Context: an optimization exercise on an open-source flow, tuned for small area, a short achievable clock period and few clock cycles. The choices shown serve that exercise and are no tape-out recipe.
At most, simulation tests tie the RTL to the original design; equivalence was not proved.
The clock port is modelled as an ideal driver, which makes a skipped or thinned clock tree look cheaper than it is; a real chip needs a root buffer or a tree.
Power and IR drop assume default switching activity.

// frame_decoder
module frame_decoder (
    input  wire       clk,
    input  wire       rst,
    input  wire       rx_valid,
    input  wire [7:0] rx_data,
    output wire       rx_ready,
    output reg        fr_valid,
    output reg        fr_sof,
    output reg        fr_eof,
    output reg  [7:0] fr_data,
    output reg        err_valid,
    output reg  [1:0] err_code,
    output wire [7:0] err_info
);
==> flow/config.mk <==
export PLATFORM = sky130hd
export DESIGN_NAME = frame_decoder
export DESIGN_NICKNAME = frame_decoder
export VERILOG_FILES = /design/flow/design.v
export SDC_FILE = /design/flow/constraint.sdc
export NUM_CORES = 4
export LEC_CHECK = 0
export ABC_AREA = 1
export CAP_MARGIN = 20
export CORE_MARGIN = 2
export CORE_UTILIZATION = 60
export SETUP_SLACK_MARGIN = 4.1
export SLEW_MARGIN = 20
export TNS_END_PERCENT = 5
==> flow/constraint.sdc <==
create_clock -name core_clock -period 6.0 [get_ports {clk}]
set_input_delay 1.2000 -clock core_clock [delete_from_list [all_inputs] [get_ports {clk}]]
set_output_delay 1.2000 -clock core_clock [all_outputs]
set_load 0.01 [all_outputs]
standard.sh (not shown) runs the stock make flow with config.mk's settings and CLKGATE_MAP_FILE= SYNTH_SCRIPT=/design/flow/synth_recipe.tcl, a recipe that flattens the netlist after the stock synthesis.
==> flow/flow/run.sh <==
#!/bin/bash
# The standard layout, except for the clock tree: flow/pre_cts.tcl builds
# a two-level tree of inverters (clock port -> 4 root inverters -> 42 leaf
# inverters -> flip-flops) before the CTS step, in place of TritonCTS's three
# levels of buffers.
# The rest of the CTS step (legalisation, timing repair) runs as usual.
# Port buffers are buf_2 instead of the default delay-cell buffers.
set -euo pipefail
here=$(pwd)
export PRE_CTS_TCL="$here/flow/pre_cts.tcl"
export BUFFER_PORTS_ARGS="-buffer_cell sky130_fd_sc_hd__buf_2"
bash standard.sh > "$here/standard.log" 2>&1
Other scripts of this flow, unchanged in this note and not shown: flow/flow/pre_cts.tcl
Testbench counts at the start, summed over its fixed seeds: cycles 25,007.
Edit:
--- a/flow/design.v
+++ b/flow/design.v
@@ -52,35 +52,41 @@
     wire          vempty = ~vo[0];
     wire          vfull  = vo[VD-1];
     reg         w_size, w_sizehi, w_cmd, w_pay, w_chk;
     reg  [7:0]  acc;        
     reg  [14:0] rem;        
     reg         rem1;       
     reg         nost;       
     reg         rdy;        
+    reg         lf;         
     reg         r_size, r_sizehi, r_cmd, r_pay, r_chk;
     reg  [7:0]  rrem;
     reg         reof;       
     reg         rhz;        
     reg         rout;       
     assign rx_ready = rdy;
     assign err_info = acc;
     wire rd     = e0 & ~empty & ~(r_cmd & vempty);
     wire wr_ok  = d0 & (~full | rd);
     wire take   = rx_valid & rdy;
     wire nskip  = (w_pay | w_chk) & nost;
     wire wr     = w_size ? wr_ok : (take & ~nskip);
     wire [7:0] wdata = (take & ~(w_cmd & nost)) ? rx_data : 8'h00;
     wire [7:0] acc_in   = w_size ? 8'h00 : acc;
     wire [7:0] acc_next = acc_in ^ rx_data;
-    wire [7:0] acc_tk   = acc_in ^ (rx_data & {8{take}});
+    wire [7:0] dat_tk   = rx_data & {8{take}};
+    wire [7:0] acc_tk   = w_size ? {1'b0, dat_tk[6:0]}
+                                 : acc ^ dat_tk ^ {take & w_cmd & lf, 7'd0};
     wire       acc_nz   = |acc_next;
     wire       dat_z    = ~|rx_data;
     wire vpush = take & w_chk & ~nost;
+    reg        pend;
+    wire       vval = (acc == 8'h00);
+    wire       vhead;    
     wire vpop  = rd & r_cmd;
     always @(posedge clk)
         ring <= {ring[8*N-9:0], wr ? wdata : rdat};
     wire d_is1   = (d == LONE_BACK);
     wire cnt_isN1 = (cnt == LNM1);
     wire cnt_is1 = (cnt == LONE);
     wire vcnt_isF1 = vo[VD-2];    
     wire vcnt_is1 = ~vo[1];       
@@ -195,52 +201,58 @@
             cnt <= LZ; full <= 1'b0; empty <= 1'b1;
             vo <= {VD{1'b0}};
             w_size <= 1'b1; w_sizehi <= 1'b0; w_cmd <= 1'b0; w_pay <= 1'b0; w_chk <= 1'b0;
             nost <= 1'b0;
             r_size <= 1'b1; r_sizehi <= 1'b0; r_cmd <= 1'b0; r_pay <= 1'b0; r_chk <= 1'b0;
             rdy <= 1'b1;
             fr_valid <= 1'b0;
             err_valid <= 1'b0;
+            pend <= 1'b0;
         end else begin
+            pend <= vpush;
             d <= d_n;  d0 <= d0_n;
             e <= e_n;  e0 <= e0_n;
             cnt <= cnt_n; full <= full_n; empty <= empty_n;
             vo <= vo_n;
             w_size <= w_size_n; w_sizehi <= w_sizehi_n; w_cmd <= w_cmd_n;
             w_pay <= w_pay_n; w_chk <= w_chk_n;
             nost <= nost_n;
             r_size <= r_size_n; r_sizehi <= r_sizehi_n; r_cmd <= r_cmd_n;
             r_pay <= r_pay_n; r_chk <= r_chk_n;
             rdy <= rdy_n;
-            fr_valid  <= rd & ((r_cmd & vq[0]) | (r_pay & rout));
+            fr_valid  <= rd & ((r_cmd & vhead) | (r_pay & rout));
             err_valid <= take & ((w_sizehi & len0) | (w_chk & (acc_nz | nost)));
         end
     end
     always @(posedge clk) begin
         rem  <= rem_n;
         rem1 <= rem1_n;
-        acc <= {acc_tk[7] & ~(take & w_sizehi & len0), acc_tk[6:0]};
+        acc <= acc_tk;
+        if (take & w_size)
+            lf <= rx_data[7];
         err_code <= w_chk ? (acc_nz ? 2'd1 : 2'd3) : 2'd2;
         fr_sof   <= r_cmd;
         fr_eof   <= reof;
         fr_data  <= rdat;
     end
     wire [VD-1:0] vo_up = {1'b0, vo[VD-1:1]};    
-    wire [VD-1:0] vo_dn = {vo[VD-2:0], 1'b1};    
+    wire [VD-1:0] vlast = vo & ~vo_up;           
+    wire [VD-1:0] vlast_up = {1'b0, vlast[VD-1:1]};
+    assign vhead = (pend & vlast[0]) ? vval : vq[0];
     always @(posedge clk) begin : vfifo
         integer i;
         for (i = 0; i < VD; i = i + 1) begin
             if (vpop) begin
-                if (vpush && vo[i] && !vo_up[i])
-                    vq[i] <= ~acc_nz;
+                if (pend && vlast_up[i])
+                    vq[i] <= vval;
                 else if (i < VD - 1)
                     vq[i] <= vq[i+1];
-            end else if (vpush && !vo[i] && vo_dn[i])
-                vq[i] <= ~acc_nz;
+            end else if (pend && vlast[i])
+                vq[i] <= vval;
         end
     end
     always @(posedge clk) begin
         if (rd) begin
             if (r_size) begin
                 rrem <= {1'b0, rdat[6:0]};
                 reof <= (rdat[6:0] == 7'd1);
                 rhz  <= (rdat[6:0] == 7'd0);
@@ -249,12 +261,12 @@
                 rrem <= rdat;
                 reof <= (rdat == 8'd1);
             end
             if (r_cmd | r_pay) begin
                 rrem <= rrem - 8'd1;
                 reof <= (rrem == 8'd2);
             end
             if (r_cmd)
-                rout <= vq[0];
+                rout <= vhead;
         end
     end
 endmodule
Outcome:
- clock skew decreases by 0.0050 ns
- combinational power increases by 8.4%
- register-to-register slack is worse by 0.18 ns
- cell count is about the same
- global-route usage increases by 0.24 points
- total power increases by 0.66%
- synthesized cell count increases by 0.77%
- first-iteration DRC count increases by 0.64%
- via count decreases by 1.3%
- critical path depth decreases by 1
Only the layout flow was run in the second run of this note; the RTL was not checked for function there. No run of this note takes its clock network from TritonCTS; it comes from the design's own scripts or RTL.

========
The RTL this note starts from:
==> flow/design.v <==
module frame_decoder (
    input  wire       clk,
    input  wire       rst,
    input  wire       rx_valid,
    input  wire [7:0] rx_data,
    output wire       rx_ready,
    output reg        fr_valid,
    output reg        fr_sof,
    output reg        fr_eof,
    output reg  [7:0] fr_data,
    output reg        err_valid,
    output reg  [1:0] err_code,
    output wire [7:0] err_info
);
    localparam BUF_CAP = 128;           
    localparam N       = BUF_CAP + 2;   
    localparam VD      = 6;             
    localparam VW      = 3;             
    reg  [8*N-1:0] ring;
    wire [7:0]     rdat = ring[8*N-1 -: 8];    
    function [7:0] lf_fwd;
        input [7:0] s;
        lf_fwd = {s[6:0], s[7] ^ s[5] ^ s[4] ^ s[3]};
    endfunction
    function [7:0] lf_back;
        input [7:0] s;
        lf_back = {s[0] ^ s[6] ^ s[5] ^ s[4], s[7:1]};
    endfunction
    function [7:0] lf_steps;    
        input [7:0] s;
        input integer k;
        integer i;
        begin
            lf_steps = s;
            for (i = 0; i < k; i = i + 1) lf_steps = lf_fwd(lf_steps);
            for (i = 0; i < -k; i = i + 1) lf_steps = lf_back(lf_steps);
        end
    endfunction
    localparam [7:0] LZ    = 8'h01;                  
    localparam [7:0] LONE  = lf_steps(LZ, 1);        
    localparam [7:0] LNM1  = lf_steps(LZ, N - 1);    
    localparam [7:0] LWAIT = lf_steps(LZ, -(N - 1));  
    localparam [7:0] LONE_BACK = lf_steps(LZ, -1);     
    reg  [7:0] d;       
    reg        d0;      
    reg  [7:0] e;       
    reg        e0;      
    reg  [7:0] cnt;     
    reg        full;    
    reg        empty;   
    reg  [VD-1:0] vq;   
    reg  [VW-1:0] vcnt;
    reg           vempty, vfull;
    reg         w_size, w_sizehi, w_cmd, w_pay, w_chk;
    reg  [7:0]  acc;        
    reg  [14:0] rem;        
    reg         rem1;       
    reg         nost;       
    reg         rdy;        
    reg         r_size, r_sizehi, r_cmd, r_pay, r_chk;
    reg  [7:0]  rrem;
    reg         reof;       
    reg         rhz;        
    reg         rout;       
    assign rx_ready = rdy;
    assign err_info = acc;
    wire rd     = e0 & ~empty & ~(r_cmd & vempty);
    wire wr_ok  = d0 & (~full | rd);
    wire take   = rx_valid & rdy;
    wire nskip  = (w_pay | w_chk) & nost;
    wire wr     = w_size ? wr_ok : (take & ~nskip);
    wire [7:0] wdata = (take & ~(w_cmd & nost)) ? rx_data : 8'h00;
    wire [7:0] acc_in   = w_size ? 8'h00 : acc;
    wire [7:0] acc_next = acc_in ^ rx_data;
    wire [7:0] acc_tk   = acc_in ^ (rx_data & {8{take}});
    wire       acc_nz   = |acc_next;
    wire       dat_z    = ~|rx_data;
    wire vpush = take & w_chk & ~nost;
    wire vpop  = rd & r_cmd;
    always @(posedge clk)
        ring <= {ring[8*N-9:0], wr ? wdata : rdat};
    wire d_is1   = (d == LONE_BACK);
    wire cnt_isN1 = (cnt == LNM1);
    wire cnt_is1 = (cnt == LONE);
    wire vcnt_isF1 = (vcnt == VD - 1);
    wire vcnt_is1 = (vcnt == 1);
    wire [7:0] d_n     = d0 ? LWAIT : lf_fwd(d);
    wire       d0_n    = d0 ? wr : d_is1;
    wire [7:0] e_n     = e0 ? LWAIT : lf_fwd(e);
    wire       e0_n    = e0 ? rd : (e == LONE_BACK);
    wire       up      = wr & ~rd;
    wire       dn      = rd & ~wr;
    wire [7:0] cnt_n   = up ? lf_fwd(cnt) : dn ? lf_back(cnt) : cnt;
    wire       full_n  = up ? cnt_isN1 : dn ? 1'b0 : full;
    wire       empty_n = dn ? cnt_is1 : up ? 1'b0 : empty;
    wire       vup      = vpush & ~vpop;
    wire       vdn      = vpop & ~vpush;
    wire [VW-1:0] vcnt_n = vup ? vcnt + 1'b1 : vdn ? vcnt - 1'b1 : vcnt;
    wire       vfull_n  = vup ? vcnt_isF1 : vdn ? 1'b0 : vfull;
    wire       vempty_n = vdn ? vcnt_is1 : vup ? 1'b0 : vempty;
    wire len0   = ~nost & dat_z;                   
    wire lenbig = nost | (rx_data > BUF_CAP + 1);  
    reg  w_size_n, w_sizehi_n, w_cmd_n, w_pay_n, w_chk_n, nost_n, rem1_n;
    reg  [14:0] rem_n;
    always @* begin
        w_size_n = w_size; w_sizehi_n = w_sizehi; w_cmd_n = w_cmd;
        w_pay_n = w_pay; w_chk_n = w_chk; nost_n = nost;
        rem_n = rem; rem1_n = rem1;
        if (take) begin
            if (w_size) begin
                rem_n  = {8'd0, rx_data[6:0]};
                rem1_n = (rx_data[6:0] == 7'd1);
                nost_n = rx_data[7] & (rx_data[6:0] != 7'd0);
                if (!dat_z) begin
                    w_size_n   = 1'b0;
                    w_cmd_n    = ~rx_data[7];
                    w_sizehi_n = rx_data[7];
                end
            end
            if (w_sizehi) begin
                rem_n      = {rem[6:0], rx_data};
                rem1_n     = ~nost & (rx_data == 8'd1);
                nost_n     = lenbig;
                w_sizehi_n = 1'b0;
                w_size_n   = len0;
                w_cmd_n    = ~len0;
            end
            if (w_cmd | w_pay) begin
                rem_n   = rem - 15'd1;
                rem1_n  = (rem == 15'd2);
                w_cmd_n = 1'b0;
                w_pay_n = ~rem1;
                w_chk_n = rem1;
            end
            if (w_chk) begin
                w_chk_n  = 1'b0;
                w_size_n = 1'b1;
                nost_n   = 1'b0;
            end
        end
    end
    wire rlen_ok = rhz & (rdat != 8'h00) & (rdat <= BUF_CAP + 1);
    reg  r_size_n, r_sizehi_n, r_cmd_n, r_pay_n, r_chk_n;
    always @* begin
        r_size_n = r_size; r_sizehi_n = r_sizehi; r_cmd_n = r_cmd;
        r_pay_n = r_pay; r_chk_n = r_chk;
        if (rd) begin
            if (r_size && rdat != 8'h00) begin
                r_size_n   = 1'b0;
                r_cmd_n    = ~rdat[7];
                r_sizehi_n = rdat[7];
            end
            if (r_sizehi) begin
                r_sizehi_n = 1'b0;
                r_cmd_n    = rlen_ok;
                r_size_n   = ~rlen_ok;
            end
            if (r_cmd | r_pay) begin
                r_cmd_n = 1'b0;
                r_pay_n = ~reof;
                r_chk_n = reof;
            end
            if (r_chk) begin
                r_chk_n  = 1'b0;
                r_size_n = 1'b1;
            end
        end
    end
    function rdy_f;
        input tk;
        reg wr_t, d0_t, up_t, dn_t, full_t, empty_t, vpush_t, vup_t, vdn_t;
        reg vfull_t, vempty_t, rd_t, wrok_t, paychk_t, szm_t;
        begin
            wr_t     = w_size ? wr_ok : (tk & ~nskip);
            d0_t     = d0 ? wr_t : d_is1;
            up_t     = wr_t & ~rd;
            dn_t     = rd & ~wr_t;
            full_t   = up_t ? cnt_isN1 : dn_t ? 1'b0 : full;
            empty_t  = dn_t ? cnt_is1 : up_t ? 1'b0 : empty;
            vpush_t  = tk & w_chk & ~nost;
            vup_t    = vpush_t & ~vpop;
            vdn_t    = vpop & ~vpush_t;
            vfull_t  = vup_t ? vcnt_isF1 : vdn_t ? 1'b0 : vfull;
            vempty_t = vdn_t ? vcnt_is1 : vup_t ? 1'b0 : vempty;
            rd_t     = e0_n & ~empty_t & ~(r_cmd_n & vempty_t);
            wrok_t   = d0_t & (~full_t | rd_t);
            paychk_t = tk ? (w_cmd | w_pay) : (w_pay | w_chk);
            szm_t    = w_size | (tk & (w_sizehi | w_chk));
            rdy_f    = (nost & paychk_t) | (wrok_t & ~(vfull_t & szm_t));
        end
    endfunction
    wire rdy_n   = take ? rdy_f(1'b1) : rdy_f(1'b0);
    always @(posedge clk) begin
        if (rst) begin
            d <= LZ;  d0 <= 1'b1;
            e <= LZ;  e0 <= 1'b1;
            cnt <= LZ; full <= 1'b0; empty <= 1'b1;
            vcnt <= 0; vfull <= 1'b0; vempty <= 1'b1;
            w_size <= 1'b1; w_sizehi <= 1'b0; w_cmd <= 1'b0; w_pay <= 1'b0; w_chk <= 1'b0;
            nost <= 1'b0;
            r_size <= 1'b1; r_sizehi <= 1'b0; r_cmd <= 1'b0; r_pay <= 1'b0; r_chk <= 1'b0;
            rdy <= 1'b1;
            fr_valid <= 1'b0;
            err_valid <= 1'b0;
        end else begin
            d <= d_n;  d0 <= d0_n;
            e <= e_n;  e0 <= e0_n;
            cnt <= cnt_n; full <= full_n; empty <= empty_n;
            vcnt <= vcnt_n; vfull <= vfull_n; vempty <= vempty_n;
            w_size <= w_size_n; w_sizehi <= w_sizehi_n; w_cmd <= w_cmd_n;
            w_pay <= w_pay_n; w_chk <= w_chk_n;
            nost <= nost_n;
            r_size <= r_size_n; r_sizehi <= r_sizehi_n; r_cmd <= r_cmd_n;
            r_pay <= r_pay_n; r_chk <= r_chk_n;
            rdy <= rdy_n;
            fr_valid  <= rd & ((r_cmd & vq[0]) | (r_pay & rout));
            err_valid <= take & ((w_sizehi & len0) | (w_chk & (acc_nz | nost)));
        end
    end
    always @(posedge clk) begin
        rem  <= rem_n;
        rem1 <= rem1_n;
        acc <= (take & w_sizehi & len0) ? 8'h00 : acc_tk;
        err_code <= w_chk ? (acc_nz ? 2'd1 : 2'd3) : 2'd2;
        fr_sof   <= r_cmd;
        fr_eof   <= reof;
        fr_data  <= rdat;
    end
    always @(posedge clk) begin : vfifo
        integer i;
        for (i = 0; i < VD; i = i + 1) begin
            if (vpop) begin
                if (vpush && vcnt == i + 1)
                    vq[i] <= ~acc_nz;
                else if (i < VD - 1)
                    vq[i] <= vq[i+1];
            end else if (vpush && vcnt == i)
                vq[i] <= ~acc_nz;
        end
    end
    always @(posedge clk) begin
        if (rd) begin
            if (r_size) begin
                rrem <= {1'b0, rdat[6:0]};
                reof <= (rdat[6:0] == 7'd1);
                rhz  <= (rdat[6:0] == 7'd0);
            end
            if (r_sizehi) begin
                rrem <= rdat;
                reof <= (rdat == 8'd1);
            end
            if (r_cmd | r_pay) begin
                rrem <= rrem - 8'd1;
                reof <= (rrem == 8'd2);
            end
            if (r_cmd)
                rout <= vq[0];
        end
    end
endmodule
make LEC_CHECK=0 ABC_AREA=1 ABC_CLOCK_PERIOD_IN_PS=2200 CAP_MARGIN=20 CORE_MARGIN=2 CORE_UTILIZATION=60 CTS_BUF_LIST=sky130_fd_sc_hd__clkbuf_16 CTS_CLUSTER_DIAMETER=70 CTS_CLUSTER_SIZE=32 SETUP_SLACK_MARGIN=3.8 SLEW_MARGIN=20 finish   # period 6.0 ns
run.sh (not shown) runs the stock make flow with config.mk's settings and CLKGATE_MAP_FILE= SYNTH_SCRIPT=/design/flow/synth_recipe.tcl, a recipe that flattens the netlist after the stock synthesis.
Stock flow here: none of the scripts above is used.
Testbench counts at the start, summed over its fixed seeds: cycles 25,007.
Change:
--- a/flow/design.v
+++ b/flow/design.v
@@ -15,35 +15,12 @@
     localparam BUF_CAP = 128;           
     localparam N       = BUF_CAP + 2;   
     localparam VD      = 6;             
     localparam VW      = 3;             
     reg  [8*N-1:0] ring;
     wire [7:0]     rdat = ring[8*N-1 -: 8];    
-    function [7:0] lf_fwd;
-        input [7:0] s;
-        lf_fwd = {s[6:0], s[7] ^ s[5] ^ s[4] ^ s[3]};
-    endfunction
-    function [7:0] lf_back;
-        input [7:0] s;
-        lf_back = {s[0] ^ s[6] ^ s[5] ^ s[4], s[7:1]};
-    endfunction
-    function [7:0] lf_steps;    
-        input [7:0] s;
-        input integer k;
-        integer i;
-        begin
-            lf_steps = s;
-            for (i = 0; i < k; i = i + 1) lf_steps = lf_fwd(lf_steps);
-            for (i = 0; i < -k; i = i + 1) lf_steps = lf_back(lf_steps);
-        end
-    endfunction
-    localparam [7:0] LZ    = 8'h01;                  
-    localparam [7:0] LONE  = lf_steps(LZ, 1);        
-    localparam [7:0] LNM1  = lf_steps(LZ, N - 1);    
-    localparam [7:0] LWAIT = lf_steps(LZ, -(N - 1));  
-    localparam [7:0] LONE_BACK = lf_steps(LZ, -1);     
     reg  [7:0] d;       
     reg        d0;      
     reg  [7:0] e;       
     reg        e0;      
     reg  [7:0] cnt;     
     reg        full;    
@@ -76,31 +53,26 @@
     wire       acc_nz   = |acc_next;
     wire       dat_z    = ~|rx_data;
     wire vpush = take & w_chk & ~nost;
     wire vpop  = rd & r_cmd;
     always @(posedge clk)
         ring <= {ring[8*N-9:0], wr ? wdata : rdat};
-    wire d_is1   = (d == LONE_BACK);
-    wire cnt_isN1 = (cnt == LNM1);
-    wire cnt_is1 = (cnt == LONE);
-    wire vcnt_isF1 = (vcnt == VD - 1);
-    wire vcnt_is1 = (vcnt == 1);
-    wire [7:0] d_n     = d0 ? LWAIT : lf_fwd(d);
-    wire       d0_n    = d0 ? wr : d_is1;
-    wire [7:0] e_n     = e0 ? LWAIT : lf_fwd(e);
-    wire       e0_n    = e0 ? rd : (e == LONE_BACK);
+    wire [7:0] d_n     = d0 ? (wr ? 8'd0 : N - 1) : d - 8'd1;
+    wire       d0_n    = d0 ? wr : (d == 8'd1);
+    wire [7:0] e_n     = e0 ? (rd ? 8'd0 : N - 1) : e - 8'd1;
+    wire       e0_n    = e0 ? rd : (e == 8'd1);
     wire       up      = wr & ~rd;
     wire       dn      = rd & ~wr;
-    wire [7:0] cnt_n   = up ? lf_fwd(cnt) : dn ? lf_back(cnt) : cnt;
-    wire       full_n  = up ? cnt_isN1 : dn ? 1'b0 : full;
-    wire       empty_n = dn ? cnt_is1 : up ? 1'b0 : empty;
+    wire [7:0] cnt_n   = up ? cnt + 8'd1 : dn ? cnt - 8'd1 : cnt;
+    wire       full_n  = up ? (cnt == N - 1) : dn ? 1'b0 : full;
+    wire       empty_n = dn ? (cnt == 8'd1) : up ? 1'b0 : empty;
     wire       vup      = vpush & ~vpop;
     wire       vdn      = vpop & ~vpush;
     wire [VW-1:0] vcnt_n = vup ? vcnt + 1'b1 : vdn ? vcnt - 1'b1 : vcnt;
-    wire       vfull_n  = vup ? vcnt_isF1 : vdn ? 1'b0 : vfull;
-    wire       vempty_n = vdn ? vcnt_is1 : vup ? 1'b0 : vempty;
+    wire       vfull_n  = vup ? (vcnt == VD - 1) : vdn ? 1'b0 : vfull;
+    wire       vempty_n = vdn ? (vcnt == 1) : vup ? 1'b0 : vempty;
     wire len0   = ~nost & dat_z;                   
     wire lenbig = nost | (rx_data > BUF_CAP + 1);  
     reg  w_size_n, w_sizehi_n, w_cmd_n, w_pay_n, w_chk_n, nost_n, rem1_n;
     reg  [14:0] rem_n;
     always @* begin
         w_size_n = w_size; w_sizehi_n = w_sizehi; w_cmd_n = w_cmd;
@@ -163,12 +135,17 @@
             if (r_chk) begin
                 r_chk_n  = 1'b0;
                 r_size_n = 1'b1;
             end
         end
     end
+    wire d_is1   = (d == 8'd1);
+    wire cnt_isN1 = (cnt == N - 1);
+    wire cnt_is1 = (cnt == 8'd1);
+    wire vcnt_isF1 = (vcnt == VD - 1);
+    wire vcnt_is1 = (vcnt == 1);
     function rdy_f;
         input tk;
         reg wr_t, d0_t, up_t, dn_t, full_t, empty_t, vpush_t, vup_t, vdn_t;
         reg vfull_t, vempty_t, rd_t, wrok_t, paychk_t, szm_t;
         begin
             wr_t     = w_size ? wr_ok : (tk & ~nskip);
@@ -189,15 +166,15 @@
             rdy_f    = (nost & paychk_t) | (wrok_t & ~(vfull_t & szm_t));
         end
     endfunction
     wire rdy_n   = take ? rdy_f(1'b1) : rdy_f(1'b0);
     always @(posedge clk) begin
         if (rst) begin
-            d <= LZ;  d0 <= 1'b1;
-            e <= LZ;  e0 <= 1'b1;
-            cnt <= LZ; full <= 1'b0; empty <= 1'b1;
+            d <= 8'd0;  d0 <= 1'b1;
+            e <= 8'd0;  e0 <= 1'b1;
+            cnt <= 8'd0; full <= 1'b0; empty <= 1'b1;
             vcnt <= 0; vfull <= 1'b0; vempty <= 1'b1;
             w_size <= 1'b1; w_sizehi <= 1'b0; w_cmd <= 1'b0; w_pay <= 1'b0; w_chk <= 1'b0;
             nost <= 1'b0;
             r_size <= 1'b1; r_sizehi <= 1'b0; r_cmd <= 1'b0; r_pay <= 1'b0; r_chk <= 1'b0;
             rdy <= 1'b1;
             fr_valid <= 1'b0;
After rerunning: The new run finished with timing, DRC and antenna clean. Synthesized area goes up by about 0.6%. Final area goes up by 1.0%. Core utilization went up by 0.52 points. Non-clock buffer count went up by 1. First-iteration DRC count came out higher by about 1.2%. Sequential power went up by 3.1%. Global-route usage barely changes. Clock-buffer cell count shrinks by 1. Die area rose by 0.61%. Total power increases by 5.1%.
No functional check of the RTL was part of the second run of this note.

[static timing again, ports no longer ideal]
How much do the figures lean on ideal ports? The routed layouts below were timed once more, with nothing changed but the port constraints. Step 1, drivers: a clkbuf_16 drives clk and a buf_2 each remaining input, both assumed. Step 2, shift: input delay + t, output delay - t, t = (earliest + latest rising clock arrival at the registers) / 2. This alone moves slack from input paths to output paths. Three values: no drivers, after step 1, after step 2; two values: the first two.
run	t, ns	slack for setup (ns)	worst setup path after step 2
the first run of note 1	0.522	3.934 / 3.759 / 3.620	input to register
the second run of note 1	0.525	3.857 / 3.668 / 3.535	input to register
the first run of note 2	0.650	3.692 / 3.635 / 3.286	input to register
the second run of note 2	0.656	3.685 / 3.627 / 3.232	input to register
After both steps setup and hold are still met in every run listed. For the second run of note 2, which loses most, drivers alone change the setup slack by -0.058 ns; drivers and shift together by -0.453 ns.
